Background: an optimization exercise with open tools, aiming at small area, a short achievable clock period and few clock cycles. Do not read the settings as production practice. The RTL was checked by simulation tests, not by an equivalence proof against the original design. Power and IR drop assume default switching activity.

<file path="design/flow/design.v">
module lzss_compress (
    input  wire        clk,
    input  wire        rst,
    input  wire        wr_en,
    input  wire [7:0]  wr_addr,
    input  wire [7:0]  wr_data,
    input  wire        start,
    input  wire [8:0]  src_len,
    output wire        busy,
    output wire        tok_valid,
    input  wire        tok_ready,
    output wire        tok_match,
    output wire [15:0] tok_data
);
    genvar g;
    reg        wen_r;
    reg  [7:0] waddr_r;
    reg  [7:0] wdata_r;
    reg        busy_r;
    always @(posedge clk) begin
        if (rst) wen_r <= 1'b0;
        else     wen_r <= wr_en & ~busy_r;
        waddr_r <= wr_addr;
        wdata_r <= wr_data;
    end
    wire [2047:0] mem;
    generate
        for (g = 0; g < 256; g = g + 1) begin : row
            reg [7:0] b;
            always @(posedge clk)
                if (wen_r && waddr_r == g) b <= wdata_r;
            assign mem[g*8 +: 8] = b;
        end
    endgenerate
    reg         run;
    reg  [8:0]  n;
    reg  [8:0]  ptr;       
    reg  [8:0]  ptr1;      
    reg  [4:0]  k;         
    reg         fresh;     
    reg  [7:0]  c;         
    reg  [7:0]  c_prev;    
    reg  [7:0]  lit;       
    reg  [255:1] V;
    reg         pend;
    reg         p_m;
    reg  [7:0]  p_a;       
    reg  [7:0]  p_j;       
    reg  [3:0]  p_l;       
    reg         o_valid;
    reg  [16:0] o_tok;
    wire o_free = ~o_valid | tok_ready;
    wire p_free = ~pend | o_free;
    wire go     = run & p_free;
    wire [255:0] mask;
    generate
        for (g = 0; g < 256; g = g + 1) begin : msk
            assign mask[g] = (ptr > g);
        end
    endgenerate
    wire [255:0] E;
    generate
        for (g = 0; g < 256; g = g + 1) begin : cmp
            assign E[g] = (mem[g*8 +: 8] == c);
        end
    endgenerate
    wire [255:1] Vs = fresh ? mask[254:0] : {V[254:1], 1'b0};
    wire [255:1] S  = E[254:0] & Vs;
    wire lt_n    = (ptr < n);
    wire can_cmp = (k != 5'd18) && lt_n;
    wire anyS    = |S;
    wire cont    = can_cmp & anyS;
    wire anyV    = |V;
    wire k_is2   = (k == 5'd2);
    wire merge   = ~fresh & ~k_is2;
    function [3:0] first16;
        input [15:0] v;
        integer q;
        begin
            first16 = 4'd15;
            for (q = 14; q >= 0; q = q - 1)
                if (v[q]) first16 = q;
        end
    endfunction
    wire [255:0] Vf = {V, 1'b0};
    wire [15:0]  grp_any;
    wire [63:0]  grp_idx;
    generate
        for (g = 0; g < 16; g = g + 1) begin : enc
            assign grp_any[g]         = |Vf[g*16 +: 16];
            assign grp_idx[g*4 +: 4]  = first16(Vf[g*16 +: 16]);
        end
    endgenerate
    wire [3:0] jmin_hi = first16(grp_any);
    wire [3:0] jmin_lo = grp_idx[jmin_hi*4 +: 4];
    wire [7:0] jmin    = {jmin_hi, jmin_lo};
    wire       is_m    = ~fresh & anyV & (k > 5'd2);
    wire [4:0] len_m3  = k - 5'd3;
    wire [7:0] rd_next = mem[ptr1[7:0]*8 +: 8];
    wire emit = go & ~cont;
    wire done = merge ? ~lt_n : (fresh & (ptr1 >= n));
    wire [7:0] c0 = (wen_r && waddr_r == 8'd0) ? wdata_r : mem[7:0];
    wire       backup   = ~cont & ~merge & ~fresh;
    wire       sel_v    = ~fresh & cont;
    wire       new_tok  = cont ? fresh : merge;    
    wire [255:1] V_nx   = E[254:0] & (sel_v ? {V[254:1], 1'b0} : mask[254:0]);
    always @(posedge clk) begin
        if (rst) begin
            run <= 1'b0;
        end else if (!busy_r) begin
            run <= start & (src_len != 9'd0);
        end else if (emit && done) begin
            run <= 1'b0;
        end
    end
    always @(posedge clk) begin
        if (!busy_r) begin
            n      <= src_len;
            ptr    <= 9'd0;
            ptr1   <= 9'd1;
            k      <= 5'd0;
            fresh  <= 1'b1;
            c      <= c0;
        end else if (go) begin
            ptr    <= backup ? ptr - 9'd1 : ptr1;
            ptr1   <= backup ? ptr : ptr1 + 9'd1;
            k      <= cont ? k + 5'd1 : {4'd0, merge};
            fresh  <= ~cont & ~merge;
            c      <= backup ? c_prev : rd_next;
            c_prev <= c;
            V      <= V_nx;
            if (new_tok) lit <= c;
        end
    end
    wire [8:0] p_off = {1'b0, p_a} - {1'b0, p_j};
    always @(posedge clk) begin
        if (rst) begin
            pend    <= 1'b0;
            o_valid <= 1'b0;
        end else begin
            if (p_free) pend <= emit;
            if (o_free) o_valid <= pend;
        end
        if (emit) begin
            p_m <= is_m;
            p_a <= is_m ? ptr[7:0] : (fresh ? c : lit);
            p_j <= jmin;
            p_l <= len_m3[3:0];
        end
        if (o_free && pend)
            o_tok <= p_m ? {1'b1, 4'd0, p_off[7:0], p_l} : {1'b0, 8'd0, p_a};
    end
    wire run_nx  = run & ~(emit & done);
    wire pend_nx = p_free ? emit : pend;
    wire o_nx    = o_free ? pend : o_valid;
    always @(posedge clk) begin
        if (rst)          busy_r <= 1'b0;
        else if (!busy_r) busy_r <= start;
        else              busy_r <= run_nx | pend_nx | o_nx;
    end
    assign busy      = busy_r;
    assign tok_valid = o_valid;
    assign tok_match = o_tok[16];
    assign tok_data  = o_tok[15:0];
endmodule
</file>
<file path="design/flow/run.sh">
#!/bin/bash
# synth_recipe.tcl (not shown) runs the flow's synth.tcl, then flattens the netlist and writes it again
# the make line also repeats each setting of config.mk as NAME=value (left out here)
make -C /OpenROAD-flow-scripts/flow DESIGN_CONFIG=/design/flow/config.mk WORK_HOME=/design/flow/orfs CLKGATE_MAP_FILE= SYNTH_SCRIPT=/design/flow/synth_recipe.tcl finish
</file>
<file path="design/flow/config.mk">
export PLATFORM = sky130hd
export DESIGN_NAME = lzss_compress
export DESIGN_NICKNAME = lzss_compress
export VERILOG_FILES = /design/flow/design.v
export SDC_FILE = /design/flow/constraint.sdc
export NUM_CORES = 4
export LEC_CHECK = 0
export CAP_MARGIN = 20
export CORE_MARGIN = 2
export CORE_UTILIZATION = 40
export SETUP_SLACK_MARGIN = 5
export SLEW_MARGIN = 20
</file>
<file path="design/flow/constraint.sdc">
create_clock -name core_clock -period 10.0 [get_ports {clk}]
set_input_delay 2.0000 -clock core_clock [delete_from_list [all_inputs] [get_ports {clk}]]
set_output_delay 2.0000 -clock core_clock [all_outputs]
set_load 0.01 [all_outputs]
</file>
==> results.json, run 1 <==
{
  "status": "complete, no violations",
  "routed-via-count": 97662,
  "report.power.total_mw": 27.0,
  "fin_crit_ns": 5.43,
  "worst_hold_path_type": "reg -> reg",
  "syn_inst": 9310,
  "nNetsFinal": 9853,
  "clockBufferDepth": 4,
  "drt-pass1-iter-count": 7,
  "crit_fanout": 44,
  "grt_pass1_vias": 92104,
  "cp_data_required_time_ns": 10.71,
  "cts_hold_buf": 0,
  "h-tree-depth": 5,
  "areaGrowthSynthToFinish_pct": 22.2,
  "post-synth-top-count-cell": "edfxtp_1",
  "worstSetupStartpointType": "register",
  "rows": 208,
  "dp_hpwl_mm": 448,
  "synth_common_cells": "edfxtp_1 (2362), xor2_1 (1564), mux4_2 (678)",
  "clock_latency_ns": 0.97,
  "fin_util_pct": 49.2,
  "hold_viol": 0,
  "worstMarginPinSlew_ns": 1.43,
  "cap_violations": 0,
  "cp_top_family": "compound AO/OA/AOI/OAI gates",
  "die_h_um": 573,
  "drive_above_1_share_pct": 27.0,
  "vias_per_cell": 6.79,
  "antenna_found_initial": 90,
  "ir_drop_mv": 0.150,
  "power_density_nw_per_um2": 171,
  "synth_flop_cell": "edfxtp_1",
  "tns_ns": 0,
  "synth_top_area_share_pct": 54.8,
  "die_area_um2": 328000,
  "die_w_um": 573,
  "fp.coreArea_um2": 321000,
  "drt_iter0_markers": 15862,
  "drc_errors": 0,
  "skew_ns": 0.0657,
  "gp_congestion": 1.11,
  "cts_tree": "done",
  "pin_count": 49,
  "synth_edf_count": 2362,
  "routed_wl_mm": 679,
  "grt_util_all_layers_pct": 40.1,
  "worstPathArrival_ns": 6.13,
  "cp_cell_sequence": "buf_16 > nor3_1 > buf_4 > nand2_1 > a21oi_1 > a21oi_1 > a22o_1 > a211o_1 > a2111oi_2 > nand4_1 > nor3_4 > buf_6 > nor4_4 > buf_6 > buf_12 > buf_16 > buf_16 > a31o_4",
  "path_common_cell": "buf_16",
  "clk_pin_slew_worst_paths_ns": 0.07,
  "syn_area_um2": 129000,
  "numCtsBuffers": 286,
  "ant_nets": 0,
  "clock_sinks": 2415,
  "leakagePower_nw": 52.3,
  "yosysTopAreaCell": "edfxtp_1",
  "timing.fmax_mhz": 184,
  "ys_seq_elements": 2415,
  "whs_ns": 0.512,
  "io_buffers": 44,
  "wl_per_cell_um": 47.2,
  "setup_viol": 0,
  "min_from": "run",
  "rsz0062_at_grt": "true",
  "seq_area_frac_synth_pct": 55.6,
  "cts_root_buffer": "clkbuf_16",
  "cpPeakStageDelay_ns": 0.72,
  "cp_num_buf_inv": 7,
  "syn_area_per_cell_um2": 13.9,
  "crit_path_start": "ptr[3]",
  "grt-ovfl-total": 0,
  "synthTopCellsByArea": "edfxtp_1 (55%), mux4_2 (12%), xor2_1 (11%)",
  "start_util_pct": 40.3,
  "r2r-start": "ptr[3]",
  "slowest_stage": "a21oi_1",
  "crit_path_end_kind": "register",
  "nFillCells": 27344,
  "grt_pass1_wl_mm": 885,
  "ys_types": 105,
  "postSynth.asyncResetShare_pct": 0,
  "drv_slew": 0,
  "post-route-period-util_pct": 54.3,
  "crit_type": "reg -> reg",
  "maxSlewHeadroom_pct": 4.06,
  "grt_max_degree": 135,
  "synth_warnings": 1
}
==> flip-flops by register name, summed over array words and instances (netlist names) <==
register  count
row.b      2048
V           255
o_tok        13
n             9
ptr1          9
ptr           9
c             8
c_prev        8
lit           8
p_a           8
p_j           8
waddr_r       8
wdata_r       8
k             5
p_l           4
busy_r        1
fresh         1
o_valid       1
p_m           1
pend          1
run           1
wen_r         1
==> metal layers <==
layer / GRT usage (%) / share of wire (%)
met1: 53.7 / 38
met3: 11.9 / 13
met4: 25.2 / 7.8
met5: 0.174 / 0.064
met2: 56.8 / 42
==> power breakdown <==
part           switching, mW  leakage (nW)  total [mW]  internal (mW)
Combinational           3.14          26.0        5.06           1.91
Sequential             0.105          21.8        11.3           11.2
Clock                   4.68          4.52        10.7           6.01
==> what timing repair did <==
| action | in CTS | in global routing |
|---|---|---|
| setup buffers | 268 | 46 |
| cloned | 94 | 31 |
| endpoints found under the setup margin | 322 | 322 |
| pin swaps | 103 | 116 |
| gates resized for setup | 889 | 310 |
==> logic make-up after synthesis <==
| group | count (synthesis) | share of synthesized area [%] |
|---|---|---|
| muxes | 884 | 13.4 |
| buffers and inverters | 749 | 2.76 |
| DFF | 2415 | 55.6 |
| other | 1 | 0.00290 |
| xor gates and xnor gates | 2049 | 13.9 |
| AOI/OAI and AO/OA | 902 | 4.87 |
| adders and majority gates | 33 | 0.325 |
| and+or+nand+nor | 2277 | 9.12 |
==> final timing paths <==
check	end	slack [ns]	cells past startpoint
setup / recovery	V[184]	4.57	18
hold / removal	run	0.51	2
setup reg to reg	V[184]	4.57	18
hold reg to reg	run	0.51	2
==> worst min-delay path: stages, from the launching register on <==
cell	delay [ns]
dfxtp_1	0.33
nand2_1	0.07
o31ai_1	0.06
==> through the flow <==
step | setup WS, ns | cells | instance area, um2
floorplan | 3.10 | 9313 | 129000
global placement | 2.20 | 13363 | 136000
detailed placement | 2.56 | 13368 | 136000
CTS | 4.89 | 14250 | 156000
global route | 4.68 | 14350 | 158000
finish | 4.57 | 14387 | 158000
==> layout make-up <==
cell class	count	area [um2]	share of cell area, %
well taps	4305	5390	3.41
diodes	60	150	0.0949
multi-input cells	6156	59700	37.7
flip-flops and latches	2415	72100	45.6
inverters	139	538	0.340
clock buffers	351	7480	4.73
repair buffers	792	11000	6.94
clock inverters	169	1860	1.17
==> layout by cell type (no fill, tap or decap), types with 47 or more instances in the layout <==
master / instances
mux2i_1: 158
bufbuf_16: 60
inv_1: 131
nand4_1: 200
nand3_2: 50
diode_2: 60
nor2_1: 501
nor4_1: 254
xnor2_1: 482
a21oi_1: 147
edfxtp_1: 2362
nor4_2: 123
buf_6: 47
nand2_1: 334
mux4_2: 678
o21ai_0: 105
nor4_4: 97
clkinv_1: 64
nand3_1: 156
buf_4: 424
buf_12: 96
nor3_1: 104
clkbuf_16: 312
clkbuf_1: 60
xor2_1: 1552
buf_16: 76
Testbench counts, summed over its fixed seeds: cycles 39,674.
==> inputs of run 2 (changes only) <==
--- a/design/flow/design.v
+++ b/design/flow/design.v
@@ -40,7 +40,7 @@
     reg         fresh;     
     reg  [7:0]  c;         
     reg  [7:0]  c_prev;    
-    reg  [7:0]  lit;       
+    reg  [7:0]  c_prev2;   
     reg  [255:1] V;
     reg         pend;
     reg         p_m;
@@ -95,14 +95,22 @@
     wire [3:0] jmin_lo = grp_idx[jmin_hi*4 +: 4];
     wire [7:0] jmin    = {jmin_hi, jmin_lo};
     wire       is_m    = ~fresh & anyV & (k > 5'd2);
+    wire [7:0] lit     = fresh ? c : (k[1] ? c_prev2 : c_prev);
     wire [4:0] len_m3  = k - 5'd3;
-    wire [7:0] rd_next = mem[ptr1[7:0]*8 +: 8];
+    wire [15:0] rs_hi = 16'd1 << ptr1[7:4];
+    wire [15:0] rs_lo = 16'd1 << ptr1[3:0];
+    reg  [7:0]  rd_next;
+    integer ri;
+    always @(*) begin
+        rd_next = 8'd0;
+        for (ri = 0; ri < 256; ri = ri + 1)
+            rd_next = rd_next | ({8{rs_hi[ri >> 4] & rs_lo[ri & 15]}} & mem[ri*8 +: 8]);
+    end
     wire emit = go & ~cont;
     wire done = merge ? ~lt_n : (fresh & (ptr1 >= n));
     wire [7:0] c0 = (wen_r && waddr_r == 8'd0) ? wdata_r : mem[7:0];
     wire       backup   = ~cont & ~merge & ~fresh;
     wire       sel_v    = ~fresh & cont;
-    wire       new_tok  = cont ? fresh : merge;    
     wire [255:1] V_nx   = E[254:0] & (sel_v ? {V[254:1], 1'b0} : mask[254:0]);
     always @(posedge clk) begin
         if (rst) begin
@@ -127,9 +135,9 @@
             k      <= cont ? k + 5'd1 : {4'd0, merge};
             fresh  <= ~cont & ~merge;
             c      <= backup ? c_prev : rd_next;
-            c_prev <= c;
+            c_prev  <= c;
+            c_prev2 <= c_prev;
             V      <= V_nx;
-            if (new_tok) lit <= c;
         end
     end
     wire [8:0] p_off = {1'b0, p_a} - {1'b0, p_j};
@@ -141,9 +149,9 @@
             if (p_free) pend <= emit;
             if (o_free) o_valid <= pend;
         end
-        if (emit) begin
+        if (go) begin
             p_m <= is_m;
-            p_a <= is_m ? ptr[7:0] : (fresh ? c : lit);
+            p_a <= is_m ? ptr[7:0] : lit;
             p_j <= jmin;
             p_l <= len_m3[3:0];
         end
--- a/design/flow/config.mk
+++ b/design/flow/config.mk
@@ -7,6 +7,7 @@
 export LEC_CHECK = 0
 export CAP_MARGIN = 20
 export CORE_MARGIN = 2
-export CORE_UTILIZATION = 40
+export CORE_UTILIZATION = 60
+export CTS_CLUSTER_SIZE = 30
 export SETUP_SLACK_MARGIN = 5
 export SLEW_MARGIN = 20
==> results.json, run 2 <==
{
  "numCtsBuffers": 240,
  "syn_area_um2": 124000,
  "postSynth.asyncResetShare_pct": 0,
  "cts_root_buffer": "clkbuf_16",
  "start_util_pct": 60.2,
  "synth_edf_count": 2362,
  "post-synth-top-count-cell": "edfxtp_1",
  "yosysTopAreaCell": "edfxtp_1",
  "seq_area_frac_synth_pct": 57.9,
  "pin_count": 49,
  "h-tree-depth": 4,
  "grt_max_degree": 144,
  "syn_inst": 10067,
  "cts_hold_buf": 0,
  "status": "aborted with a tool error",
  "dp_hpwl_mm": 732,
  "clockBufferDepth": 3,
  "ys_types": 101,
  "grt_pass1_wl_mm": 1490,
  "syn_area_per_cell_um2": 12.4,
  "synth_common_cells": "edfxtp_1 (2362), xor2_1 (1604), nor2_1 (876)",
  "clock_sinks": 2415,
  "die_h_um": 459,
  "rows": 167,
  "grt-ovfl-total": 20539,
  "tool.error": "[ERROR GRT-0116] Global routing finished with congestion. Check the congestion regions in the DRC Viewer.",
  "ys_seq_elements": 2415,
  "die_w_um": 459,
  "synth_flop_cell": "edfxtp_1",
  "grt_pass1_vias": 139817,
  "gp_congestion": 1.78,
  "synthTopCellsByArea": "edfxtp_1 (57%), xor2_1 (11%), xnor2_1 (3.1%)",
  "io_buffers": 44,
  "grt_util_all_layers_pct": 105,
  "stop_stage": "5_1_grt",
  "synth_warnings": 1,
  "synth_top_area_share_pct": 57.0
}
## run 2: timing repair
action | in CTS
setup endpoints to repair | 293
gates resized for setup | 666
setup buffers | 131
gates cloned | 43
pin swaps | 79
## run 2: worst max-delay path by stage
| stage | endpoint | start | slack (ns) | depth (start not counted) |
|---|---|---|---|---|
| 4_1_cts | c[0] | ptr1[3] | 4.84 | 13 |
| 3_5_place_dp | V[136] | c[5] | 2.61 | 16 |
| 3_3_place_gp | V[40] | c[4] | 2.35 | 15 |
| 2_1_floorplan | V[100] | tok_ready | 3.14 | 6 |
## run 2: layer usage
layer | GRT overflow | GRT usage [%]
met1 | 2489 | 97.3
met2 | 12950 | 126
met3 | 1739 | 90.7
met4 | 3153 | 104
met5 | 208 | 78.1
## run 2: kinds of logic after synthesis
kind of cell | after synthesis | share of synthesized area [%]
simple gates | 2793 | 11.3
other cells | 1 | 0.00301
compound gates | 1928 | 11.8
buf+inv | 635 | 2.51
xor+xnor | 2050 | 14.4
mux | 208 | 1.72
fa+ha+maj | 37 | 0.378
flops | 2415 | 57.9
## run 2: power by group through the flow
stage	Sequential [mW]	Clock, mW	Combinational (mW)
after floorplan	11.5	0	1.75
after global placement	11.5	0	2.94
after CTS	11.3	9.49	3.72
after detailed placement	11.5	0	3.02
## run 2: per-stage QoR
step                      util, %  total power [mW]  area, um2  worst slack [ns]  std cells
after detailed placement     64.1              14.5     133000              2.61      12982
after CTS                    71.1              24.5     147000              4.84      13614
after global placement       63.8              14.4     132000              2.35      12956
after floorplan                 -              13.2     124000              3.14      10070
Testbench counts of run 2, summed over its fixed seeds: cycles 39,674.
==> inputs of run 3 (changes only) <==
--- a/design/flow/design.v
+++ b/design/flow/design.v
@@ -38,14 +38,17 @@
     reg  [8:0]  ptr1;      
     reg  [4:0]  k;         
     reg         fresh;     
+    reg         mrg;       
     reg  [7:0]  c;         
     reg  [7:0]  c_prev;    
     reg  [7:0]  c_prev2;   
-    reg  [255:1] V;
+    reg  [255:1] V;        
+    reg  [255:1] U;        
     reg         pend;
     reg         p_m;
     reg  [7:0]  p_a;       
-    reg  [7:0]  p_j;       
+    reg  [3:0]  p_any;     
+    reg  [23:0] p_idx;     
     reg  [3:0]  p_l;       
     reg         o_valid;
     reg  [16:0] o_tok;
@@ -64,37 +67,34 @@
             assign E[g] = (mem[g*8 +: 8] == c);
         end
     endgenerate
-    wire [255:1] Vs = fresh ? mask[254:0] : {V[254:1], 1'b0};
+    wire [255:1] Vs = fresh ? mask[254:0] : mrg ? {U[254:1], 1'b0} : {V[254:1], 1'b0};
     wire [255:1] S  = E[254:0] & Vs;
+    wire [255:1] S2 = E[254:0] & mask[254:0];
     wire lt_n    = (ptr < n);
     wire can_cmp = (k != 5'd18) && lt_n;
     wire anyS    = |S;
     wire cont    = can_cmp & anyS;
-    wire anyV    = |V;
     wire k_is2   = (k == 5'd2);
     wire merge   = ~fresh & ~k_is2;
-    function [3:0] first16;
-        input [15:0] v;
+    function [5:0] first64;
+        input [63:0] v;
         integer q;
         begin
-            first16 = 4'd15;
-            for (q = 14; q >= 0; q = q - 1)
-                if (v[q]) first16 = q;
+            first64 = 6'd63;
+            for (q = 62; q >= 0; q = q - 1)
+                if (v[q]) first64 = q;
         end
     endfunction
     wire [255:0] Vf = {V, 1'b0};
-    wire [15:0]  grp_any;
-    wire [63:0]  grp_idx;
+    wire [3:0]   q_any;
+    wire [23:0]  q_idx;
     generate
-        for (g = 0; g < 16; g = g + 1) begin : enc
-            assign grp_any[g]         = |Vf[g*16 +: 16];
-            assign grp_idx[g*4 +: 4]  = first16(Vf[g*16 +: 16]);
+        for (g = 0; g < 4; g = g + 1) begin : enc
+            assign q_any[g]        = |Vf[g*64 +: 64];
+            assign q_idx[g*6 +: 6] = first64(Vf[g*64 +: 64]);
         end
     endgenerate
-    wire [3:0] jmin_hi = first16(grp_any);
-    wire [3:0] jmin_lo = grp_idx[jmin_hi*4 +: 4];
-    wire [7:0] jmin    = {jmin_hi, jmin_lo};
-    wire       is_m    = ~fresh & anyV & (k > 5'd2);
+    wire       is_m    = ~fresh & ~mrg & (k > 5'd2);
     wire [7:0] lit     = fresh ? c : (k[1] ? c_prev2 : c_prev);
     wire [4:0] len_m3  = k - 5'd3;
     wire [15:0] rs_hi = 16'd1 << ptr1[7:4];
@@ -110,8 +110,6 @@
     wire done = merge ? ~lt_n : (fresh & (ptr1 >= n));
     wire [7:0] c0 = (wen_r && waddr_r == 8'd0) ? wdata_r : mem[7:0];
     wire       backup   = ~cont & ~merge & ~fresh;
-    wire       sel_v    = ~fresh & cont;
-    wire [255:1] V_nx   = E[254:0] & (sel_v ? {V[254:1], 1'b0} : mask[254:0]);
     always @(posedge clk) begin
         if (rst) begin
             run <= 1'b0;
@@ -128,19 +126,24 @@
             ptr1   <= 9'd1;
             k      <= 5'd0;
             fresh  <= 1'b1;
+            mrg    <= 1'b0;
             c      <= c0;
         end else if (go) begin
             ptr    <= backup ? ptr - 9'd1 : ptr1;
             ptr1   <= backup ? ptr : ptr1 + 9'd1;
             k      <= cont ? k + 5'd1 : {4'd0, merge};
             fresh  <= ~cont & ~merge;
+            mrg    <= ~cont & merge;
             c      <= backup ? c_prev : rd_next;
             c_prev  <= c;
             c_prev2 <= c_prev;
-            V      <= V_nx;
+            V      <= S;
+            U      <= S2;
         end
     end
-    wire [8:0] p_off = {1'b0, p_a} - {1'b0, p_j};
+    wire [1:0] jq    = p_any[0] ? 2'd0 : p_any[1] ? 2'd1 : p_any[2] ? 2'd2 : 2'd3;
+    wire [5:0] jlo   = p_idx[jq*6 +: 6];
+    wire [8:0] p_off = {1'b0, p_a} - {1'b0, jq, jlo};
     always @(posedge clk) begin
         if (rst) begin
             pend    <= 1'b0;
@@ -152,7 +155,8 @@
         if (go) begin
             p_m <= is_m;
             p_a <= is_m ? ptr[7:0] : lit;
-            p_j <= jmin;
+            p_any <= q_any;
+            p_idx <= q_idx;
             p_l <= len_m3[3:0];
         end
         if (o_free && pend)
==> results.json, run 3 <==
{
  "start_util_pct": 60.4,
  "synthTopCellsByArea": "edfxtp_1 (59%), xor2_1 (12%), nor2_1 (2.8%)",
  "post-synth-top-count-cell": "edfxtp_1",
  "syn_inst": 10733,
  "tool.error": "[ERROR GRT-0116] Global routing finished with congestion. Check the congestion regions in the DRC Viewer.",
  "grt_pass1_vias": 141430,
  "syn_area_um2": 134000,
  "cts_hold_buf": 0,
  "clockBufferDepth": 4,
  "clock_sinks": 2688,
  "h-tree-depth": 5,
  "grt-ovfl-total": 12844,
  "ys_seq_elements": 2688,
  "status": "aborted with a tool error",
  "synth_top_area_share_pct": 58.9,
  "grt_max_degree": 157,
  "cts_root_buffer": "clkbuf_16",
  "grt_util_all_layers_pct": 96.7,
  "io_buffers": 44,
  "dp_cells": 13790,
  "rows": 173,
  "synth_warnings": 1,
  "synth_edf_count": 2634,
  "grt_pass1_wl_mm": 1510,
  "postSynth.asyncResetShare_pct": 0,
  "stop_stage": "5_1_grt",
  "synth_common_cells": "edfxtp_1 (2634), xor2_1 (1812), nor2_1 (1020)",
  "dp_hpwl_mm": 710,
  "place_area_um2": 142000,
  "gp_congestion": 1.77,
  "die_h_um": 477,
  "die_w_um": 477,
  "numCtsBuffers": 303,
  "syn_area_per_cell_um2": 12.5,
  "seq_area_frac_synth_pct": 59.7,
  "synth_flop_cell": "edfxtp_1",
  "yosysTopAreaCell": "edfxtp_1",
  "pin_count": 49,
  "ys_types": 99
}
[run 3: cell types whose count changed after synthesis, moves of 95 or more]
cell,before,now
edfxtp_1,2362,2634
a211oi_1,54,291
xnor2_1,446,237
xor2_1,1604,1812
nor2_1,876,1020
nand3_1,257,135
nor2b_1,43,153
a22oi_1,387,482
nand2_1,416,511
[run 3: routing by layer]
layer / overflow / global-route usage, %
met2: 7501 / 110
met1: 1380 / 93.8
met5: 146 / 72.2
met4: 2645 / 95.2
met3: 1172 / 86.7
[run 3: how the worst max path moves through the flow]
stage                          to  slack (ns)  cells after the start
after floorplan              U[0]       -0.67                      6
after global placement    ptr1[5]        2.38                     14
after detailed placement  ptr1[5]        2.35                     14
after CTS                    c[1]        4.92                     12
[run 3: kinds of logic after synthesis]
family / count (synthesis) / share of synthesized area, %
simple gates: 3061 / 11.4
flops: 2688 / 59.7
compound gates: 2111 / 11.9
xor+xnor: 2049 / 13.4
buf+inv: 648 / 2.29
mux: 138 / 1.07
fa+ha+maj: 37 / 0.350
other cells: 1 / 0.00279
[run 3: power by group through the flow]
stage | logic, mW | clock network [mW] | registers, mW
4_1_cts | 3.19 | 10.7 | 12.5
3_5_place_dp | 2.81 | 0 | 12.8
3_3_place_gp | 2.75 | 0 | 12.8
2_1_floorplan | 1.69 | 0 | 12.8
[run 3: stage by stage]
step	TNS (ns)	utilization, %	power [mW]	setup slack (ns)
after floorplan	-353.59	-	14.5	-0.675
after global placement	0	63.5	15.5	2.38
after detailed placement	0	63.6	15.6	2.35
after CTS	0	69.1	26.4	4.92
[run 3: timing repair]
item                       in CTS
pin swaps                      25
hold endpoints to repair        0
resized for setup             339
cloned                         28
setup buffers                  68
setup endpoints to repair      35
Testbench counts of run 3, summed over its fixed seeds: cycles 39,674.
==> inputs of run 4 (changes only) <==
--- a/design/flow/design.v
+++ b/design/flow/design.v
@@ -39,6 +39,7 @@
     reg  [4:0]  k;         
     reg         fresh;     
     reg         mrg;       
+    reg         rl;        
     reg  [7:0]  c;         
     reg  [7:0]  c_prev;    
     reg  [7:0]  c_prev2;   
@@ -106,7 +107,8 @@
         for (ri = 0; ri < 256; ri = ri + 1)
             rd_next = rd_next | ({8{rs_hi[ri >> 4] & rs_lo[ri & 15]}} & mem[ri*8 +: 8]);
     end
-    wire emit = go & ~cont;
+    wire emit = go & ~rl & ~cont;
+    wire [8:0] p_cur = ptr - {4'd0, k};    
     wire done = merge ? ~lt_n : (fresh & (ptr1 >= n));
     wire [7:0] c0 = (wen_r && waddr_r == 8'd0) ? wdata_r : mem[7:0];
     wire       backup   = ~cont & ~merge & ~fresh;
@@ -128,18 +130,33 @@
             fresh  <= 1'b1;
             mrg    <= 1'b0;
             c      <= c0;
-        end else if (go) begin
+            rl     <= 1'b0;
+        end else if (!go) begin
+            ptr    <= p_cur;
+            ptr1   <= p_cur;
+            k      <= 5'd0;
+            fresh  <= 1'b1;
+            mrg    <= 1'b0;
+            rl     <= 1'b1;
+        end else if (rl) begin
+            ptr    <= ptr1;
+            ptr1   <= ptr1 + 9'd1;
+            c      <= rd_next;
+            rl     <= 1'b0;
+        end else begin
             ptr    <= backup ? ptr - 9'd1 : ptr1;
             ptr1   <= backup ? ptr : ptr1 + 9'd1;
             k      <= cont ? k + 5'd1 : {4'd0, merge};
             fresh  <= ~cont & ~merge;
             mrg    <= ~cont & merge;
             c      <= backup ? c_prev : rd_next;
-            c_prev  <= c;
-            c_prev2 <= c_prev;
-            V      <= S;
-            U      <= S2;
         end
+    end
+    always @(posedge clk) begin
+        c_prev  <= c;
+        c_prev2 <= c_prev;
+        V       <= S;
+        U       <= S2;
     end
     wire [1:0] jq    = p_any[0] ? 2'd0 : p_any[1] ? 2'd1 : p_any[2] ? 2'd2 : 2'd3;
     wire [5:0] jlo   = p_idx[jq*6 +: 6];
--- a/design/flow/config.mk
+++ b/design/flow/config.mk
@@ -7,7 +7,6 @@
 export LEC_CHECK = 0
 export CAP_MARGIN = 20
 export CORE_MARGIN = 2
-export CORE_UTILIZATION = 60
-export CTS_CLUSTER_SIZE = 30
+export CORE_UTILIZATION = 40
 export SETUP_SLACK_MARGIN = 5
 export SLEW_MARGIN = 20
==> results.json, run 4 <==
{
  "die_h_um": 572,
  "cts_root_buffer": "clkbuf_16",
  "syn_area_um2": 129000,
  "stop_stage": "5_1_grt",
  "synth_warnings": 1,
  "dp_slack_ns": 2.52,
  "io_buffers": 44,
  "ys_types": 104,
  "gp_congestion": 1.70,
  "pin_count": 49,
  "grt_pass1_wl_mm": 1830,
  "numCtsBuffers": 309,
  "clock_sinks": 2689,
  "synth_common_cells": "edfxtp_1 (2110), xor2_1 (1632), nor2_1 (1044)",
  "synth_edf_count": 2110,
  "start_util_pct": 40.2,
  "post-synth-top-count-cell": "edfxtp_1",
  "synth_top_area_share_pct": 49.0,
  "grt_max_degree": 118,
  "ys_seq_elements": 2689,
  "die_w_um": 572,
  "syn_area_per_cell_um2": 12.1,
  "h-tree-depth": 5,
  "grt_pass1_vias": 147639,
  "dp_hpwl_mm": 846,
  "clockBufferDepth": 4,
  "cts_hold_buf": 0,
  "synthTopCellsByArea": "edfxtp_1 (49%), xor2_1 (11%), dfxtp_1 (9.0%)",
  "synth_flop_cell": "edfxtp_1",
  "tool.error": "[ERROR GRT-0116] Global routing finished with congestion. Check the congestion regions in the DRC Viewer.",
  "status": "aborted with a tool error",
  "postSynth.asyncResetShare_pct": 0,
  "yosysTopAreaCell": "edfxtp_1",
  "syn_inst": 10714,
  "grt_util_all_layers_pct": 82.1,
  "grt-ovfl-total": 5939,
  "dp_cells": 15138,
  "seq_area_frac_synth_pct": 58.0,
  "rows": 208
}
## run 4: cell count changes after synthesis, moves of 62 or more
cell,before,now
dfxtp_1,54,579
edfxtp_1,2634,2110
xnor2_1,237,433
xor2_1,1812,1632
buf_2,208,275
a22oi_1,482,420
## run 4: metrics by stage
stage	cell area [um2]	power, mW
floorplan	129000	14.3
CTS	155000	27.8
detailed placement	139000	15.8
global placement	138000	15.8
## run 4: kinds of logic after synthesis
kind of cell | Yosys count | share of synthesized area [%]
fa+ha+maj | 43 | 0.428
compound gates | 2125 | 12.5
flops | 2689 | 58.0
buf+inv | 648 | 2.31
other cells | 1 | 0.00290
simple gates | 2991 | 11.5
xor+xnor | 2065 | 14.0
mux | 152 | 1.21
## run 4: repair_timing
item | CTS
buffers inserted | 184
cloned | 52
setup endpoints to repair | 35
pin swaps | 84
hold endpoints to repair | 0
gates resized for setup | 589
## run 4: metal layers
metal  overflow  global-route usage (%)
met1        348                    83.0
met2       3426                    93.2
met3        434                    73.0
met4       1669                    76.4
met5         62                    54.8
## run 4: power groups by stage
stage	registers [mW]	logic (mW)	clock network, mW
after CTS	12.2	4.05	11.6
after detailed placement	12.5	3.34	0
after global placement	12.5	3.32	0
after floorplan	12.4	1.85	0
## run 4: worst max path at each step
| stage | to | slack, ns | cells after the start |
|---|---|---|---|
| after detailed placement | c[4] | 2.52 | 15 |
| after global placement | c[4] | 0.77 | 15 |
| after floorplan | c[0] | 5.31 | 7 |
| after CTS | c[5] | 4.88 | 20 |
Testbench counts of run 4, summed over its fixed seeds: cycles 39,674.
==> inputs of run 5 (changes only) <==
--- a/design/flow/config.mk
+++ b/design/flow/config.mk
@@ -7,6 +7,7 @@
 export LEC_CHECK = 0
 export CAP_MARGIN = 20
 export CORE_MARGIN = 2
-export CORE_UTILIZATION = 40
+export CORE_UTILIZATION = 50
+export CTS_CLUSTER_SIZE = 30
 export SETUP_SLACK_MARGIN = 5
 export SLEW_MARGIN = 20
==> results.json, run 5 <==
{
  "numCtsBuffers": 311,
  "clock_sinks": 2689,
  "rows": 186,
  "io_buffers": 44,
  "die_h_um": 512,
  "yosysTopAreaCell": "edfxtp_1",
  "cts_root_buffer": "clkbuf_16",
  "grt_pass1_wl_mm": 1600,
  "start_util_pct": 50.3,
  "grt_util_all_layers_pct": 88.8,
  "syn_area_um2": 129000,
  "die_w_um": 512,
  "grt-ovfl-total": 7842,
  "syn_area_per_cell_um2": 12.1,
  "gp_congestion": 1.65,
  "ys_seq_elements": 2689,
  "synthTopCellsByArea": "edfxtp_1 (49%), xor2_1 (11%), dfxtp_1 (9.0%)",
  "synth_edf_count": 2110,
  "ys_types": 104,
  "dp_hpwl_mm": 757,
  "synth_warnings": 1,
  "tool.error": "[ERROR GRT-0116] Global routing finished with congestion. Check the congestion regions in the DRC Viewer.",
  "h-tree-depth": 5,
  "syn_inst": 10714,
  "stop_stage": "5_1_grt",
  "grt_pass1_vias": 139982,
  "post-synth-top-count-cell": "edfxtp_1",
  "grt_max_degree": 150,
  "postSynth.asyncResetShare_pct": 0,
  "synth_flop_cell": "edfxtp_1",
  "clockBufferDepth": 4,
  "pin_count": 49,
  "synth_top_area_share_pct": 49.0,
  "seq_area_frac_synth_pct": 58.0,
  "synth_common_cells": "edfxtp_1 (2110), xor2_1 (1632), nor2_1 (1044)",
  "cts_hold_buf": 0,
  "status": "aborted with a tool error"
}
## run 5: cell counts after synthesis
No cell type changed its count.
## run 5: what timing repair did
item	4_1_cts
setup endpoints to repair	35
buffers inserted	79
resized for setup	341
gates cloned	18
endpoints found under the hold margin	0
pin swaps	34
## run 5: worst min-delay path by stage
| stage | startpoint | to | slack [ns] | cells after the start |
|---|---|---|---|---|
| after floorplan | c[0] | c_prev[0] | 0.34 | 0 |
| after global placement | c_prev[2] | c_prev2[2] | 0.38 | 0 |
| after detailed placement | c_prev[2] | c_prev2[2] | 0.38 | 0 |
| after CTS | c_prev[0] | c_prev2[0] | 0.39 | 0 |
## run 5: layer usage
metal,GRT overflow,global-route usage (%)
met5,80,63.9
met4,1877,84.3
met3,584,80.1
met2,4665,100
met1,636,88.7
## run 5: cell families after synthesis
logic type	count (synthesis)	synth area share, %
buffers and inverters	648	2.31
and+or+nand+nor	2991	11.5
AOI/OAI and AO/OA	2125	12.5
DFF	2689	58.0
muxes	152	1.21
adders and majority gates	43	0.428
xor gates and xnor gates	2065	14.0
other	1	0.00290
## run 5: stage by stage
stage	worst slack, ns	instances	hold slack, ns	util, %	instance area (um2)
after CTS	4.67	14808	0.392	58.5	150000
after detailed placement	3.25	14171	0.383	53.4	137000
after global placement	3.06	14153	0.377	53.3	137000
after floorplan	5.31	10717	0.343	-	129000
## run 5: power groups by stage
stage / Sequential [mW] / Combinational (mW) / Clock (mW)
2_1_floorplan: 12.4 / 1.85 / 0
3_3_place_gp: 12.4 / 3.21 / 0
3_5_place_dp: 12.4 / 3.24 / 0
4_1_cts: 12.2 / 3.60 / 11.6
==> inputs of run 6 (changes only) <==
--- a/design/flow/design.v
+++ b/design/flow/design.v
@@ -98,15 +98,7 @@
     wire       is_m    = ~fresh & ~mrg & (k > 5'd2);
     wire [7:0] lit     = fresh ? c : (k[1] ? c_prev2 : c_prev);
     wire [4:0] len_m3  = k - 5'd3;
-    wire [15:0] rs_hi = 16'd1 << ptr1[7:4];
-    wire [15:0] rs_lo = 16'd1 << ptr1[3:0];
-    reg  [7:0]  rd_next;
-    integer ri;
-    always @(*) begin
-        rd_next = 8'd0;
-        for (ri = 0; ri < 256; ri = ri + 1)
-            rd_next = rd_next | ({8{rs_hi[ri >> 4] & rs_lo[ri & 15]}} & mem[ri*8 +: 8]);
-    end
+    wire [7:0] rd_next = mem[ptr1[7:0]*8 +: 8];
     wire emit = go & ~rl & ~cont;
     wire [8:0] p_cur = ptr - {4'd0, k};    
     wire done = merge ? ~lt_n : (fresh & (ptr1 >= n));
--- a/design/flow/config.mk
+++ b/design/flow/config.mk
@@ -7,7 +7,7 @@
 export LEC_CHECK = 0
 export CAP_MARGIN = 20
 export CORE_MARGIN = 2
-export CORE_UTILIZATION = 50
+export CORE_UTILIZATION = 40
 export CTS_CLUSTER_SIZE = 30
 export SETUP_SLACK_MARGIN = 5
 export SLEW_MARGIN = 20
==> results.json, run 6 <==
{
  "fin_area_um2": 151000,
  "syn_area_um2": 134000,
  "crit_type": "reg -> reg",
  "cp_top_family": "compound AO/OA/AOI/OAI gates",
  "die_h_um": 582,
  "synth_warnings": 1,
  "drive_above_1_share_pct": 16.5,
  "r2r_end": "ptr1[3]",
  "drt-pass1-iter-count": 9,
  "cap_violations": 0,
  "clockBufferDepth": 4,
  "synth_flop_cell": "edfxtp_1",
  "cp_cell_sequence": "buf_8 > nand2_1 > a21oi_1 > o22ai_1 > a211oi_2 > nor4_2 > nor4bb_1 > and4_1 > nand2_1 > o21a_4 > nor2_4 > o311ai_0",
  "skew_ns": 0.0506,
  "rows": 212,
  "fp.coreArea_um2": 333000,
  "drc_errors": 0,
  "r2r_slack_ns": 4.91,
  "maxSlewHeadroom_pct": 5.49,
  "clock_latency_ns": 0.95,
  "grt_max_degree": 152,
  "min_from": "c_prev[6]",
  "routed-via-count": 91520,
  "tns_ns": 0,
  "cpPeakStageDelay_ns": 0.68,
  "worstSetupStartpointType": "register",
  "fin_crit_ns": 5.09,
  "io_buffers": 44,
  "cts_root_buffer": "clkbuf_16",
  "timing.fmax_mhz": 196,
  "slowest_stage": "a211oi_2",
  "place_area_um2": 139000,
  "post-route-period-util_pct": 50.9,
  "clock_sinks": 2689,
  "syn_area_per_cell_um2": 13.5,
  "path_common_cell": "nand2_1",
  "h-tree-depth": 5,
  "dp_slack_ns": 3.17,
  "ant_nets": 0,
  "cp_num_buf_inv": 1,
  "final_cell_mix": "edfxtp_1 (2110), xor2_1 (1857), nor2_1 (736), mux4_2 (679), dfxtp_1 (554)",
  "setup_slack_ns": 4.91,
  "synth_top_area_share_pct": 47.4,
  "reg2regPathDepth": 12,
  "worstMarginPinSlew_ns": 1.41,
  "worstPathArrival_ns": 5.87,
  "report.power.total_mw": 26.1,
  "synthTopCellsByArea": "edfxtp_1 (47%), xor2_1 (12%), mux4_2 (11%)",
  "areaGrowthSynthToFinish_pct": 12.6,
  "hold_viol": 0,
  "drv_slew": 0,
  "rsz0062_at_grt": "false",
  "power_density_nw_per_um2": 173,
  "postSynth.asyncResetShare_pct": 0,
  "grt-ovfl-total": 0,
  "r2r-start": "ptr[7]",
  "status": "complete, no violations",
  "clk_pin_slew_worst_paths_ns": 0.06,
  "routed_wl_mm": 527,
  "top_regs": "row.b x2048, U x254, V x254",
  "cts_tree": "done",
  "largest_reg_flops": 2048,
  "antenna_found_initial": 44,
  "wl_per_cell_um": 36.3,
  "crit_fanout": 48,
  "yosysTopAreaCell": "edfxtp_1",
  "hold-path-endpoint": "c_prev2[6]",
  "setup_viol": 0,
  "worst_hold_path_type": "reg -> reg",
  "ir_drop_mv": 0.131,
  "leakagePower_nw": 50.8,
  "numCtsBuffers": 304,
  "nFillCells": 29389,
  "drt_iter0_markers": 12744,
  "grt_pass1_wl_mm": 720,
  "crit_path_end_kind": "register",
  "die_area_um2": 339000,
  "dp_hpwl_mm": 371,
  "gp_congestion": 1.07,
  "worst_hold_path.num_cells": 0,
  "pin_count": 49,
  "die_w_um": 582,
  "grt_pass1_vias": 87710,
  "synth_common_cells": "edfxtp_1 (2110), xor2_1 (1857), nor2_1 (742)",
  "ys_seq_elements": 2689,
  "dp_cells": 13946,
  "regMostFlops": "row.b",
  "post-synth-top-count-cell": "edfxtp_1",
  "seq_area_frac_synth_pct": 56.1,
  "synth_edf_count": 2110,
  "grt_util_all_layers_pct": 30.1,
  "nNetsFinal": 9972,
  "start_util_pct": 40.1,
  "final_common_cell": "edfxtp_1",
  "cp_data_required_time_ns": 10.78,
  "syn_inst": 9917,
  "crit_path_start": "ptr[7]",
  "ys_types": 97,
  "fin_cells": 14545,
  "vias_per_cell": 6.29
}
-- run 6: cell count changes after synthesis, sizes merged, moves of 25 or more --
cell | before | now
xor2 | 1632 | 1857
a221oi | 305 | 8
o21bai | 41 | 16
clkbuf | 188 | 276
a22oi | 420 | 3
nor3 | 158 | 112
mux4 | 0 | 679
nor4 | 540 | 565
a22o | 298 | 6
nand4 | 290 | 79
a21oi | 198 | 236
xnor2 | 433 | 213
nor2 | 1045 | 744
a2111oi | 43 | 17
-- run 6: kinds of logic (layout without fill, tap and decap cells) --
| family | after synthesis | count (layout) | synth area share (%) |
|---|---|---|---|
| muxes | 814 | 814 | 12.5 |
| other | 1 | 20 | 0.00280 |
| buffers and inverters | 750 | 972 | 2.64 |
| DFF | 2689 | 2689 | 56.1 |
| AOI/OAI and AO/OA | 1126 | 1126 | 5.76 |
| and+or+nand+nor | 2428 | 2428 | 9.12 |
| adders and majority gates | 39 | 39 | 0.376 |
| xor gates and xnor gates | 2070 | 2070 | 13.6 |
-- run 6: worst max-delay path by stage --
stage | endpoint | slack (ns) | cells past startpoint
2_1_floorplan | c[0] | 5.42 | 6
3_3_place_gp | ptr1[8] | 2.95 | 12
3_5_place_dp | ptr1[3] | 3.17 | 13
4_1_cts | ptr[3] | 5.00 | 15
5_1_grt | c[1] | 4.99 | 14
6_report | ptr1[3] | 4.91 | 12
-- run 6: metal layers --
| metal | up-vias | GRT usage [%] | share of wire [%] |
|---|---|---|---|
| li1 | 37486 | - | - |
| met1 | 47507 | 41.7 | 40 |
| met2 | 5546 | 45.3 | 44 |
| met3 | 967 | 6.15 | 10 |
| met4 | 14 | 13.9 | 5.7 |
| met5 | - | 0 | 0.015 |
-- run 6: metrics by stage --
stage / utilization [%] / hold slack (ns)
2_1_floorplan: - / 0.343
4_1_cts: 45.0 / 0.372
5_1_grt: 45.2 / 0.389
3_5_place_dp: 41.8 / 0.364
6_report: 45.2 / 0.377
3_3_place_gp: 41.8 / 0.366
-- run 6: where the power goes --
| group | switching (mW) | total (mW) | internal, mW |
|---|---|---|---|
| clock | 4.76 | 11.4 | 6.60 |
| combinational | 1.67 | 2.57 | 0.902 |
| sequential | 0.0749 | 12.1 | 12.1 |
-- run 6: layout make-up --
class / instances / area (um2) / share of cell area, %
Clock inverter: 153 / 1680 / 1.11
Tap cell: 4387 / 5490 / 3.64
Timing Repair Buffer: 330 / 3530 / 2.35
Multi-Input combinational cell: 6481 / 56200 / 37.3
Sequential cell: 2689 / 75000 / 49.8
Inverter: 97 / 373 / 0.248
Antenna cell: 16 / 40.0 / 0.0266
Clock buffer: 392 / 8220 / 5.46
-- run 6: what timing repair did --
item	CTS	global route
pin swaps	5	7
resized for setup	112	88
setup endpoints to repair	35	34
hold buffers	0	0
endpoints found under the hold margin	0	0
setup buffers	24	9
gates cloned	0	5
Testbench counts of run 6, summed over its fixed seeds: cycles 39,674.
==> inputs of run 7 (changes only) <==
--- a/design/flow/design.v
+++ b/design/flow/design.v
@@ -38,13 +38,11 @@
     reg  [8:0]  ptr1;      
     reg  [4:0]  k;         
     reg         fresh;     
-    reg         mrg;       
     reg         rl;        
     reg  [7:0]  c;         
     reg  [7:0]  c_prev;    
     reg  [7:0]  c_prev2;   
     reg  [255:1] V;        
-    reg  [255:1] U;        
     reg         pend;
     reg         p_m;
     reg  [7:0]  p_a;       
@@ -68,7 +66,7 @@
             assign E[g] = (mem[g*8 +: 8] == c);
         end
     endgenerate
-    wire [255:1] Vs = fresh ? mask[254:0] : mrg ? {U[254:1], 1'b0} : {V[254:1], 1'b0};
+    wire [255:1] Vs = fresh ? mask[254:0] : {V[254:1], 1'b0};
     wire [255:1] S  = E[254:0] & Vs;
     wire [255:1] S2 = E[254:0] & mask[254:0];
     wire lt_n    = (ptr < n);
@@ -95,7 +93,7 @@
             assign q_idx[g*6 +: 6] = first64(Vf[g*64 +: 64]);
         end
     endgenerate
-    wire       is_m    = ~fresh & ~mrg & (k > 5'd2);
+    wire       is_m    = ~fresh & (k > 5'd2);
     wire [7:0] lit     = fresh ? c : (k[1] ? c_prev2 : c_prev);
     wire [4:0] len_m3  = k - 5'd3;
     wire [7:0] rd_next = mem[ptr1[7:0]*8 +: 8];
@@ -120,7 +118,6 @@
             ptr1   <= 9'd1;
             k      <= 5'd0;
             fresh  <= 1'b1;
-            mrg    <= 1'b0;
             c      <= c0;
             rl     <= 1'b0;
         end else if (!go) begin
@@ -128,7 +125,6 @@
             ptr1   <= p_cur;
             k      <= 5'd0;
             fresh  <= 1'b1;
-            mrg    <= 1'b0;
             rl     <= 1'b1;
         end else if (rl) begin
             ptr    <= ptr1;
@@ -140,15 +136,13 @@
             ptr1   <= backup ? ptr : ptr1 + 9'd1;
             k      <= cont ? k + 5'd1 : {4'd0, merge};
             fresh  <= ~cont & ~merge;
-            mrg    <= ~cont & merge;
             c      <= backup ? c_prev : rd_next;
         end
     end
     always @(posedge clk) begin
         c_prev  <= c;
         c_prev2 <= c_prev;
-        V       <= S;
-        U       <= S2;
+        V       <= cont ? S : S2;
     end
     wire [1:0] jq    = p_any[0] ? 2'd0 : p_any[1] ? 2'd1 : p_any[2] ? 2'd2 : 2'd3;
     wire [5:0] jlo   = p_idx[jq*6 +: 6];
==> results.json, run 7 <==
{
  "status": "complete, no violations",
  "maxSlewHeadroom_pct": 12.3,
  "wl_per_cell_um": 41.1,
  "ir_drop_mv": 0.137,
  "cts_tree": "done",
  "synth-xor-area-share_pct": 14.2,
  "drt-pass1-iter-count": 7,
  "synth_common_cells": "edfxtp_1 (2110), xor2_1 (1659), nor2_1 (688)",
  "worst_hold_path.num_cells": 0,
  "min_from": "c_prev[0]",
  "ant_nets": 0,
  "ys_types": 99,
  "synth_adder_area_share_pct": 0.393,
  "final_cell_mix": "edfxtp_1 (2110), xor2_1 (1656), mux4_2 (678), nor2_1 (676), nor4_1 (464)",
  "synthTopCellsByArea": "edfxtp_1 (50%), mux4_2 (12%), xor2_1 (11%)",
  "rows": 207,
  "cap_violations": 0,
  "tns_ns": 0,
  "top_regs": "row.b x2048, V x254, p_idx x24",
  "nNetsFinal": 9740,
  "skew_ns": 0.0601,
  "numCtsBuffers": 283,
  "antenna_found_initial": 68,
  "grt-ovfl-total": 0,
  "post-synth-top-count-cell": "edfxtp_1",
  "reg2regPathDepth": 18,
  "r2r_slack_ns": 4.86,
  "ys_seq_elements": 2434,
  "synth_edf_count": 2110,
  "die_w_um": 569,
  "crit_fanout": 9,
  "fin_crit_ns": 5.14,
  "grt_max_degree": 139,
  "syn_inst": 9506,
  "nFillCells": 27853,
  "cp_data_required_time_ns": 10.65,
  "fp.coreArea_um2": 318000,
  "gp_congestion": 1.11,
  "timing.fmax_mhz": 194,
  "h-tree-depth": 5,
  "r2r_end": "c[1]",
  "hold_viol": 0,
  "clock_sinks": 2434,
  "seq_area_frac_synth_pct": 54.6,
  "worstMarginPinSlew_ns": 1.32,
  "clock_latency_ns": 0.96,
  "regMostFlops": "row.b",
  "areaGrowthSynthToFinish_pct": 16.3,
  "synth_warnings": 1,
  "largest_reg_flops": 2048,
  "drv_slew": 0,
  "clk_pin_slew_worst_paths_ns": 0.07,
  "routed_wl_mm": 580,
  "yosys-mux-area-fraction_pct": 14.1,
  "yosysTopAreaCell": "edfxtp_1",
  "worstSetupStartpointType": "register",
  "drive_above_1_share_pct": 20.0,
  "leakagePower_nw": 49.2,
  "grt_pass1_wl_mm": 775,
  "vias_per_cell": 6.60,
  "drc_errors": 0,
  "drt_iter0_markers": 14330,
  "worstPathArrival_ns": 5.79,
  "syn_area_um2": 128000,
  "pin_count": 49,
  "r2r-start": "ptr[8]",
  "postSynth.asyncResetShare_pct": 0,
  "cts_root_buffer": "clkbuf_16",
  "grt_util_all_layers_pct": 34.7,
  "synth-simple-area-share_pct": 8.90,
  "synth_top_family_by_area": "XOR/XNOR gates",
  "post-route-period-util_pct": 51.4,
  "crit_path_end_kind": "register",
  "start_util_pct": 40.2,
  "worst_hold_path_type": "reg -> reg",
  "report.power.total_mw": 26.8,
  "synth_flop_cell": "edfxtp_1",
  "hold-path-endpoint": "c_prev2[0]",
  "power_density_nw_per_um2": 180,
  "cts_hold_buf": 0,
  "io_buffers": 44,
  "dp_hpwl_mm": 395,
  "syn_area_per_cell_um2": 13.4,
  "grt_pass1_vias": 88459,
  "routed-via-count": 93248,
  "clockBufferDepth": 4,
  "crit_type": "reg -> reg",
  "synth_top_area_share_pct": 49.6,
  "die_h_um": 569,
  "rsz0062_at_grt": "true",
  "final_common_cell": "edfxtp_1",
  "synth-compound-area-share_pct": 5.21,
  "die_area_um2": 324000,
  "setup_viol": 0
}
## run 7: cell count changes after synthesis, sizes merged, moves of 21 or more
cell    previous run  this run
xnor2            213       408
nor4             565       544
o21ai            181       150
dfxtp            579       324
nand2            481       427
a211oi           300        87
a22oi              3        28
xor2            1857      1659
nor2             744       689
a21oi            236       283
mux2i             96       249
nor2b            155        47
nand4             79       149
o211a             31         4
## run 7: cell families (layout without fill, tap and decap cells)
group	Yosys count	count (layout)
DFF	2434	2434
and+or+nand+nor	2247	2247
xor gates and xnor gates	2067	2067
AOI/OAI and AO/OA	1000	1001
muxes	951	951
buffers and inverters	767	1151
adders and majority gates	39	39
other	1	63
## run 7: critical path: stages, from the launching register on
cell       delay, ns
dfxtp_4         0.44
buf_4           0.25
buf_4           0.18
nand2b_2        0.28
nor2_4          0.12
a31oi_1         1.00
a2bb2oi_1       0.20
o22ai_1         0.12
or4b_4          0.53
nor4_4          0.25
nand2_2         0.11
nor4_4          0.23
buf_6           0.23
buf_12          0.12
buf_6           0.12
o21ai_4         0.11
buf_12          0.22
mux2i_2         0.20
a21oi_1         0.09
## run 7: final cells by class
type                    instances  area [um2]  area share [%]
flip-flops and latches       2434       69900            47.1
clock buffers                 353        7500            5.05
multi-input cells            6309       56800            38.2
well taps                    4180        5230            3.52
clock inverters               155        1920            1.29
inverters                     109         428           0.288
repair buffers                534        6620            4.46
diodes                         59         148          0.0993
## run 7: where the power goes
part / internal [mW] / total [mW] / switching, mW
registers: 11.1 / 11.2 / 0.109
clock network: 6.26 / 10.8 / 4.52
logic: 1.75 / 4.84 / 3.09
total: 19.1 / 26.8 / 7.72
## run 7: how the worst max path moves through the flow
| stage | from | endpoint | slack [ns] | cells past startpoint |
|---|---|---|---|---|
| after floorplan | tok_ready | ptr1[5] | 5.20 | 9 |
| after global placement | ptr[1] | V[235] | 1.73 | 17 |
| after detailed placement | ptr[5] | V[242] | 2.51 | 16 |
| after CTS | ptr[7] | ptr1[6] | 4.96 | 18 |
| after global routing | ptr[4] | ptr[0] | 4.95 | 17 |
| final | ptr[8] | c[1] | 4.86 | 18 |
## run 7: through the flow
stage | setup WS, ns | utilization, % | hold slack (ns) | area, um2 | std cells
after global placement | 1.73 | 42.0 | 0.399 | 134000 | 13356
final | 4.86 | 46.7 | 0.410 | 149000 | 14133
after CTS | 4.96 | 46.2 | 0.409 | 147000 | 13995
after detailed placement | 2.51 | 42.1 | 0.401 | 134000 | 13361
after global routing | 4.95 | 46.7 | 0.416 | 149000 | 14088
after floorplan | 5.20 | - | 0.343 | 128000 | 9509
## run 7: repair_timing
item                                    in CTS  in global routing
cloned                                      31                 13
pin swaps                                   28                 44
buffers inserted                            95                 66
resized for setup                          384                145
endpoints found under the setup margin     288                277
## run 7: per-layer routing
layer / global-route usage (%) / wire length, um
met1: 47.0 / 224000
met2: 50.6 / 248000
met3: 9.50 / 70200
met4: 18.6 / 37400
met5: 0.178 / 319
Testbench counts of run 7, summed over its fixed seeds: cycles 39,674.
==> inputs of run 8 (changes only) <==
--- a/design/flow/design.v
+++ b/design/flow/design.v
@@ -38,11 +38,13 @@
     reg  [8:0]  ptr1;      
     reg  [4:0]  k;         
     reg         fresh;     
+    reg         mrg;       
     reg         rl;        
     reg  [7:0]  c;         
     reg  [7:0]  c_prev;    
     reg  [7:0]  c_prev2;   
     reg  [255:1] V;        
+    reg  [255:1] U;        
     reg         pend;
     reg         p_m;
     reg  [7:0]  p_a;       
@@ -66,7 +68,7 @@
             assign E[g] = (mem[g*8 +: 8] == c);
         end
     endgenerate
-    wire [255:1] Vs = fresh ? mask[254:0] : {V[254:1], 1'b0};
+    wire [255:1] Vs = fresh ? mask[254:0] : mrg ? {U[254:1], 1'b0} : {V[254:1], 1'b0};
     wire [255:1] S  = E[254:0] & Vs;
     wire [255:1] S2 = E[254:0] & mask[254:0];
     wire lt_n    = (ptr < n);
@@ -93,7 +95,7 @@
             assign q_idx[g*6 +: 6] = first64(Vf[g*64 +: 64]);
         end
     endgenerate
-    wire       is_m    = ~fresh & (k > 5'd2);
+    wire       is_m    = ~fresh & ~mrg & (k > 5'd2);
     wire [7:0] lit     = fresh ? c : (k[1] ? c_prev2 : c_prev);
     wire [4:0] len_m3  = k - 5'd3;
     wire [7:0] rd_next = mem[ptr1[7:0]*8 +: 8];
@@ -118,6 +120,7 @@
             ptr1   <= 9'd1;
             k      <= 5'd0;
             fresh  <= 1'b1;
+            mrg    <= 1'b0;
             c      <= c0;
             rl     <= 1'b0;
         end else if (!go) begin
@@ -125,6 +128,7 @@
             ptr1   <= p_cur;
             k      <= 5'd0;
             fresh  <= 1'b1;
+            mrg    <= 1'b0;
             rl     <= 1'b1;
         end else if (rl) begin
             ptr    <= ptr1;
@@ -136,13 +140,15 @@
             ptr1   <= backup ? ptr : ptr1 + 9'd1;
             k      <= cont ? k + 5'd1 : {4'd0, merge};
             fresh  <= ~cont & ~merge;
+            mrg    <= ~cont & merge;
             c      <= backup ? c_prev : rd_next;
         end
     end
     always @(posedge clk) begin
         c_prev  <= c;
         c_prev2 <= c_prev;
-        V       <= cont ? S : S2;
+        V       <= S;
+        U       <= S2;
     end
     wire [1:0] jq    = p_any[0] ? 2'd0 : p_any[1] ? 2'd1 : p_any[2] ? 2'd2 : 2'd3;
     wire [5:0] jlo   = p_idx[jq*6 +: 6];
==> design/flow/flow/run.sh (new file) <==
#!/bin/bash
# The standard layout (standard.sh) with one change: the timing repair
# after floorplan, clock tree synthesis and global routing aims for a setup
# slack of SETUP_PUSH ns at the design's clock period instead of the
# SETUP_SLACK_MARGIN of config.mk. The clock, constraints, synthesis and every
# other step are the standard flow's own.
set -euo pipefail
SETUP_PUSH=5.6
grep -q 'SETUP_SLACK_MARGIN=5 ' standard.sh
sed "s/SETUP_SLACK_MARGIN=5 /SETUP_SLACK_MARGIN=${SETUP_PUSH} /" standard.sh > standard_push.sh
bash standard.sh synth > log_synth.txt 2>&1
bash standard_push.sh > log_layout.txt 2>&1
test -s out/final.def
==> design/flow/standard.sh (new file) <==
#!/bin/bash
# synth_recipe.tcl (not shown) runs the flow's synth.tcl, then flattens the netlist and writes it again
# the make line also repeats each setting of config.mk as NAME=value (left out here)
make -C /OpenROAD-flow-scripts/flow DESIGN_CONFIG=/design/flow/config.mk WORK_HOME=/design/flow/orfs CLKGATE_MAP_FILE= SYNTH_SCRIPT=/design/flow/synth_recipe.tcl "${@:-finish}"
removed: design/flow/run.sh
==> results.json, run 8 <==
{
  "status": "complete, no violations",
  "wl_met3_mm": 66.6,
  "gp_congestion": 1.06,
  "die_area_um2": 339000,
  "postSynth.asyncResetShare_pct": 0,
  "routed-via-count": 94759,
  "met1_length_mm": 220,
  "drc_errors": 0,
  "routed_wl_mm": 565,
  "start_util_pct": 40.1,
  "worst_hold_path_type": "reg -> reg",
  "worstSetupStartpointType": "register",
  "timing.fmax_mhz": 218,
  "dp_hpwl_mm": 367,
  "ir_drop_mv": 0.132,
  "cts_root_buffer": "clkbuf_16",
  "synth_warnings": 1,
  "top_layer": "met5",
  "grt_pass1_vias": 90940,
  "synthTopCellsByArea": "edfxtp_1 (47%), xor2_1 (12%), mux4_2 (11%)",
  "io_buffers": 44,
  "leakagePower_nw": 53.5,
  "crit_path_end_kind": "register",
  "syn_area_um2": 134000,
  "min_from": "c_prev[3]",
  "drt_iter0_markers": 13855,
  "hold_viol": 0,
  "grt_max_degree": 145,
  "clk_pin_slew_worst_paths_ns": 0.07,
  "regMostFlops": "row.b",
  "nNetsFinal": 10236,
  "crit_type": "reg -> reg",
  "synth_top_area_share_pct": 47.4,
  "syn_area_per_cell_um2": 13.5,
  "rows": 212,
  "power_density_nw_per_um2": 174,
  "vias_per_cell": 6.39,
  "grt_util_all_layers_pct": 32.1,
  "cp_data_required_time_ns": 10.81,
  "post-synth-top-count-cell": "edfxtp_1",
  "post-route-period-util_pct": 45.9,
  "ant_nets": 0,
  "wl_per_cell_um": 38.1,
  "cts_tree": "done",
  "final_cell_mix": "edfxtp_1 (2110), xor2_1 (1855), nor2_1 (728), mux4_2 (679), dfxtp_1 (554)",
  "pin_count": 49,
  "seq_area_frac_synth_pct": 56.1,
  "maxSlewHeadroom_pct": 10.6,
  "drive_above_1_share_pct": 20.3,
  "synth_edf_count": 2110,
  "yosysTopAreaCell": "edfxtp_1",
  "clock_latency_ns": 0.98,
  "clock_sinks": 2689,
  "cap_violations": 0,
  "skew_ns": 0.0834,
  "syn_inst": 9917,
  "grt_pass1_wl_mm": 761,
  "report.power.total_mw": 27.2,
  "fp.coreArea_um2": 333000,
  "tns_ns": 0,
  "worst_hold_path.num_cells": 0,
  "numCtsBuffers": 309,
  "hold-path-endpoint": "c_prev2[3]",
  "die_h_um": 582,
  "worstPathArrival_ns": 5.40,
  "largest_reg_flops": 2048,
  "r2r_slack_ns": 5.41,
  "wl_met2_mm": 241,
  "ys_types": 97,
  "antenna_found_initial": 44,
  "clockBufferDepth": 4,
  "areaGrowthSynthToFinish_pct": 17.1,
  "r2r_end": "ptr[2]",
  "drv_slew": 0,
  "die_w_um": 582,
  "final_common_cell": "edfxtp_1",
  "crit_fanout": 28,
  "r2r-start": "ptr[0]",
  "top_regs": "row.b x2048, U x254, V x254",
  "synth_common_cells": "edfxtp_1 (2110), xor2_1 (1857), nor2_1 (742)",
  "synth_flop_cell": "edfxtp_1",
  "nFillCells": 28953,
  "setup_viol": 0,
  "grt-ovfl-total": 0,
  "ys_seq_elements": 2689,
  "reg2regPathDepth": 16,
  "rsz0062_at_grt": "true",
  "worstMarginPinSlew_ns": 1.33,
  "h-tree-depth": 5,
  "fin_crit_ns": 4.59,
  "drt-pass1-iter-count": 6
}
[run 8: cells by family (layout without fill, tap and decap cells)]
| kind of cell | after synthesis | after routing | synth area share (%) |
|---|---|---|---|
| AOI/OAI and AO/OA | 1126 | 1128 | 5.76 |
| xor gates and xnor gates | 2070 | 2070 | 13.6 |
| adders and majority gates | 39 | 39 | 0.376 |
| buffers and inverters | 750 | 1240 | 2.64 |
| DFF | 2689 | 2689 | 56.1 |
| muxes | 814 | 814 | 12.5 |
| other | 1 | 26 | 0.00280 |
| and+or+nand+nor | 2428 | 2428 | 9.12 |
[run 8: worst max path at each step]
| stage | to | slack (ns) | start |
|---|---|---|---|
| CTS | c[4] | 5.56 | c[6] |
| detailed placement | ptr1[5] | 3.06 | ptr[1] |
| finish | ptr[2] | 5.41 | ptr[0] |
| global placement | ptr1[4] | 2.74 | ptr[1] |
| floorplan | c[0] | 5.72 | wdata_r[0] |
| global route | c[5] | 5.48 | ptr[4] |
[run 8: final cells by class]
type / instances / area (um2) / area share (%)
antenna: 22 / 55.1 / 0.0352
clock buffer: 370 / 8310 / 5.31
clock inverter: 186 / 2110 / 1.35
inverter: 97 / 390 / 0.249
multi-input combinational: 6483 / 57300 / 36.6
sequential: 2689 / 75000 / 47.9
tap: 4387 / 5490 / 3.51
timing repair buffer: 587 / 7830 / 5.00
[run 8: metal layers]
| layer | vias up | track usage (%) |
|---|---|---|
| met5 | - | 0 |
| met4 | 26 | 16.4 |
| met3 | 1301 | 8.40 |
| met2 | 6406 | 47.3 |
| met1 | 48957 | 43.6 |
| li1 | 38069 | - |
[run 8: what timing repair did]
action | in CTS | in global routing
buffers inserted | 122 | 116
endpoints found under the setup margin | 43 | 43
hold buffers | 0 | 0
resized for setup | 444 | 153
pin swaps | 36 | 33
hold endpoints to repair | 0 | 0
gates cloned | 48 | 15
[run 8: critical path: stages (launching register included)]
cell and delay (ns):
dfxtp_4 0.43, buf_12 0.18, buf_4 0.14, a21oi_2 0.34, buf_4 0.26, nor2_4 0.10, a211oi_4 0.41, a211oi_2 0.24
a2111oi_4 0.41, nand4_1 0.28, and4b_2 0.42, nand4_1 0.14, buf_6 0.18, o21ai_2 0.17, buf_12 0.21, a21oi_1 0.10
o31ai_2 0.34
[run 8: power by group]
| group | total, mW | internal, mW | switching (mW) |
|---|---|---|---|
| clock network | 11.9 | 7.01 | 4.93 |
| registers | 12.1 | 12.1 | 0.0634 |
| logic | 3.11 | 1.18 | 1.93 |
| total | 27.2 | 20.3 | 6.92 |
[run 8: per-stage QoR]
stage | utilization, % | hold slack [ns] | cells | area [um2] | worst slack, ns
floorplan | - | 0.343 | 9920 | 134000 | 5.72
global placement | 41.8 | 0.358 | 13935 | 139000 | 2.74
detailed placement | 41.8 | 0.365 | 13942 | 139000 | 3.06
CTS | 46.3 | 0.369 | 14668 | 154000 | 5.56
global route | 47.0 | 0.376 | 14806 | 156000 | 5.48
finish | 47.0 | 0.379 | 14821 | 157000 | 5.41
Testbench counts of run 8, summed over its fixed seeds: cycles 39,674.

-- port drivers added, routing unchanged --
How much do the figures lean on ideal ports? The routed layouts below were timed once more, with nothing changed but the port constraints.
Step 1, drivers: a clkbuf_16 drives clk and a buf_2 each remaining input, both assumed.
Step 2 adds t to the input delays and takes it off the output delays; t is the mean of the earliest and latest rising clock arrival at the registers after step 1. Input paths then give back, and output paths get back, about the clock's delay inside the block.
a / b / c = ideal ports / drivers / drivers and shift; a / b = the first two.
run	t, ns	setup slack, ns	worst setup path at the end	latest minus earliest clock arrival (ns)	worst register clock-pin slew, ns
run 1	1.052	4.573 / 4.573 / 4.573	register to register	0.070 / 0.071	0.08 / 0.08
run 6	1.018	4.911 / 4.911 / 4.522	input to register	0.067 / 0.067	0.08 / 0.08
run 7	1.036	4.858 / 4.858 / 4.289	input to register	0.060 / 0.060	0.07 / 0.07
run 8	1.053	5.405 / 5.405 / 5.199	input to register	0.084 / 0.084	0.08 / 0.08
After both steps setup and hold are still met in every run listed. For run 7, which loses most, drivers alone change the setup slack by 0.000 ns; drivers and shift together by -0.569 ns.
